Background: an optimization exercise with open tools, aiming at small area. Do not read the settings as production practice.
Where RTL was checked, it was by simulation tests only, not by an equivalence proof against the original.
No activity file was given, so power comes from the tool's default toggle rates.

## tundra
## fspfa_meas
module fspfa_meas (
    input  wire        clk,
    input  wire        rst,
    input  wire        req_valid,
    output wire        req_ready,
    input  wire        req_op,
    input  wire [7:0]  req_addr,
    input  wire [3:0]  req_idx,
    input  wire [7:0]  req_hi,
    input  wire [7:0]  req_lo,
    input  wire [7:0]  req_eb,
    input  wire [1:0]  req_debug,
    output wire        rsp_valid,
    output wire [63:0] rsp_value,
    output wire [1:0]  rsp_cnt,
    output wire [63:0] rsp_cand,
    output wire [63:0] rsp_prev,
    output wire [1:0]  rsp_prev_cnt,
    output wire [1:0]  rsp_dec_log,
    output wire [2:0]  rsp_filt_log
);
    localparam N   = 36;       
    localparam EW  = 22;       
    localparam W   = 16;       
    localparam T   = N - 3;    
    reg [N*EW-1:0] ring;
    reg [1:0] hi;
    reg [3:0] hs;
    reg       fl;              
    reg [3:0] st;
    wire busy = (st != 4'd0);
    wire last = (st == 4'd15);
    reg [15:0] cm, pm;
    reg [3:0]  ck, pk;
    reg [1:0]  pc;
    reg [1:0]  dlog;
    reg [2:0]  cls;
    reg        op;
    reg        dcv_nz;
    reg [59:0] acc_c, acc_p;
  ...
clock: 18.0 ns
lec_check: 0
cap_margin: 20
core_margin: 2
core_utilization: 50
place_density: 0.6
slew_margin: 20
standard.sh (not shown) runs the stock make flow with config.mk's settings and CLKGATE_MAP_FILE= SYNTH_SCRIPT=/design/flow/synth_recipe.tcl, a recipe that flattens the netlist after the stock synthesis.
==> flow/flow/run.sh <==
#!/bin/bash
set -e
export CTS_ARGS="-sink_clustering_enable -repair_clock_nets -dont_use_dummy_load -buf_list sky130_fd_sc_hd__clkbuf_8"
export BUFFER_PORTS_ARGS="-buffer_cell sky130_fd_sc_hd__buf_1"
bash standard.sh > standard.log 2>&1
diff inputs: tundra => cedar
- CTS_BUF_LIST now sky130_fd_sc_hd__clkbuf_4, previously not set
- PLACE_DENSITY now 0.4, was 0.6
- CORE_UTILIZATION now 25, was 50
==> flow/run.sh (new file) <==
#!/bin/bash
# synth_recipe.tcl (not shown) runs the flow's synth.tcl, then flattens the netlist and writes it again
# the make line also repeats each setting of config.mk as NAME=value (left out here)
make -C /OpenROAD-flow-scripts/flow DESIGN_CONFIG=/design/flow/config.mk WORK_HOME=/design/flow/orfs CLKGATE_MAP_FILE= SYNTH_SCRIPT=/design/flow/synth_recipe.tcl finish
removed: flow/flow/run.sh
removed: flow/standard.sh
cedar has cell count above what tundra had.
In the reports for tundra and cedar, the larger area overhead of the layout relative to synthesis belongs to cedar.
On cedar: number of tap cells inserted is about 100% higher than what tundra gave.
Between tundra and cedar, clock network latency to the later pin of the worst-skew pair is higher for cedar, tundra comes in under that.
Of the two values seen for capture point of the critical path, rsp_value[10] was produced by cedar and acc_c[59] by tundra.
cedar vs. tundra: design area picked up an extra 3600 um2; power share of the combinational group up 0.7 points.
Diff tundra -> cedar: portion of total power attributed to sequential cells shows a reduction of 4.2 points; post-synthesis instance area shows no meaningful change; utilization shows a reduction of 25 points.
Modified inputs, lagoon compared to cedar
- PLACE_DENSITY changed from 0.4 to 0.6
- CTS_BUF_LIST changed from sky130_fd_sc_hd__clkbuf_4 to sky130_fd_sc_hd__clkbuf_8
- CORE_UTILIZATION changed from 25 to 50
Findings:
Run comparison: cedar start point of the critical path acc_p[8]; lagoon start point of the critical path acc_c[0]. lagoon vs. cedar: largest vdd supply drop went up by about 40%, global-route total usage across every layer +8.9 points, non-clock buffer count shows a reduction of 0.41%.
No run of this note included a check of the RTL's function; only the layout flow was run.


fspfa_meas, a different RTL version from the one above (not shown whole).
Size: about 2000 cells after synthesis, ~250 I/O pins, about 0.027 sq mm of cells after synthesis.
==> flow/config.mk <==
export PLATFORM = sky130hd
export DESIGN_NAME = fspfa_meas
export DESIGN_NICKNAME = fspfa_meas
export VERILOG_FILES = /design/flow/design.v
export SDC_FILE = /design/flow/constraint.sdc
export NUM_CORES = 4
export LEC_CHECK = 0
export CAP_MARGIN = 20
export CORE_MARGIN = 2
export CORE_UTILIZATION = 50
export PLACE_DENSITY = 0.6
export SLEW_MARGIN = 20
==> flow/constraint.sdc <==
create_clock -name core_clock -period 18.0 [get_ports {clk}]
set_input_delay 3.6000 -clock core_clock [delete_from_list [all_inputs] [get_ports {clk}]]
set_output_delay 3.6000 -clock core_clock [all_outputs]
set_load 0.01 [all_outputs]
==> flow/flow/run.sh <==
#!/bin/bash
set -e
export CTS_ARGS="-sink_clustering_enable -repair_clock_nets -dont_use_dummy_load -sink_clustering_size 20 -sink_clustering_max_diameter 80 -buf_list sky130_fd_sc_hd__clkbuf_8"
export BUFFER_PORTS_ARGS="-buffer_cell sky130_fd_sc_hd__buf_1"
bash standard.sh > standard.log 2>&1
The starting point ran to the end with no violations.
Change:
==> flow/flow/run.sh (replaced) <==
#!/bin/bash
set -e
export CTS_ARGS="-sink_clustering_enable -repair_clock_nets -dont_use_dummy_load -sink_clustering_size 30 -sink_clustering_max_diameter 100 -buf_list sky130_fd_sc_hd__clkbuf_16"
export BUFFER_PORTS_ARGS="-buffer_cell sky130_fd_sc_hd__buf_1"
bash standard.sh > standard.log 2>&1
Sequential cell count stays the same.
Synthesized cell count stays the same.
Area after synthesis is unchanged.
Global-route usage stays flat.
Worst setup slack is better by 0.050 ns.
Final cell count shrinks slightly.
Change:
==> flow/flow/run.sh (replaced) <==
#!/bin/bash
set -e
export CTS_ARGS="-sink_clustering_enable -repair_clock_nets -dont_use_dummy_load -sink_clustering_size 18 -sink_clustering_max_diameter 70 -buf_list sky130_fd_sc_hd__clkbuf_8"
export BUFFER_PORTS_ARGS="-buffer_cell sky130_fd_sc_hd__buf_1"
bash standard.sh > standard.log 2>&1
After rerunning: Sequential power is about the same. Utilization decreases by 0.11 points. Worst setup slack stays flat. Hold slack improves by 0.012 ns.

==> port drivers added, routing unchanged <==
In the flow no input, the clock included, has a driving cell. The finished layouts below were timed again as built, in two steps.
Step 1 (the two cells are an assumption about what drives the block):
set clk [get_ports {clk}]
set_driving_cell -lib_cell sky130_fd_sc_hd__clkbuf_16 $clk
set_driving_cell -lib_cell sky130_fd_sc_hd__buf_2 [delete_from_list [all_inputs] $clk]
Step 2 adds t to the input delays and takes it off the output delays; t is the mean of the earliest and latest rising clock arrival at the registers after step 1. Input paths then give back, and output paths get back, about the clock's delay inside the block.
a / b / c = ideal ports / drivers / drivers and shift; a / b = the first two.
run | shift t [ns] | setup WS [ns] | hold slack, ns | worst setup path after step 2 | pins driven straight from the clock port
tundra | 0.785 | 5.245 / 5.245 / 5.245 | 0.263 / 0.263 / 0.263 | register to register | 1
cedar | 1.113 | 4.869 / 4.807 / 5.111 | 0.263 / 0.263 / 0.263 | register to register | 1
lagoon | 0.822 | 5.191 / 5.191 / 5.191 | 0.306 / 0.306 / 0.306 | register to register | 1
the first run of note 2 | 0.722 | 0.751 / 0.692 / 1.413 | 0.276 / 0.276 / 0.276 | register to output | 1
the second run of note 2 | 0.635 | 0.801 / 0.740 / 1.375 | 0.273 / 0.273 / 0.273 | register to output | 1
the third run of note 2 | 0.680 | 0.801 / 0.744 / 1.424 | 0.285 / 0.285 / 0.285 | register to output | 1
After both steps setup and hold are still met in every run listed.
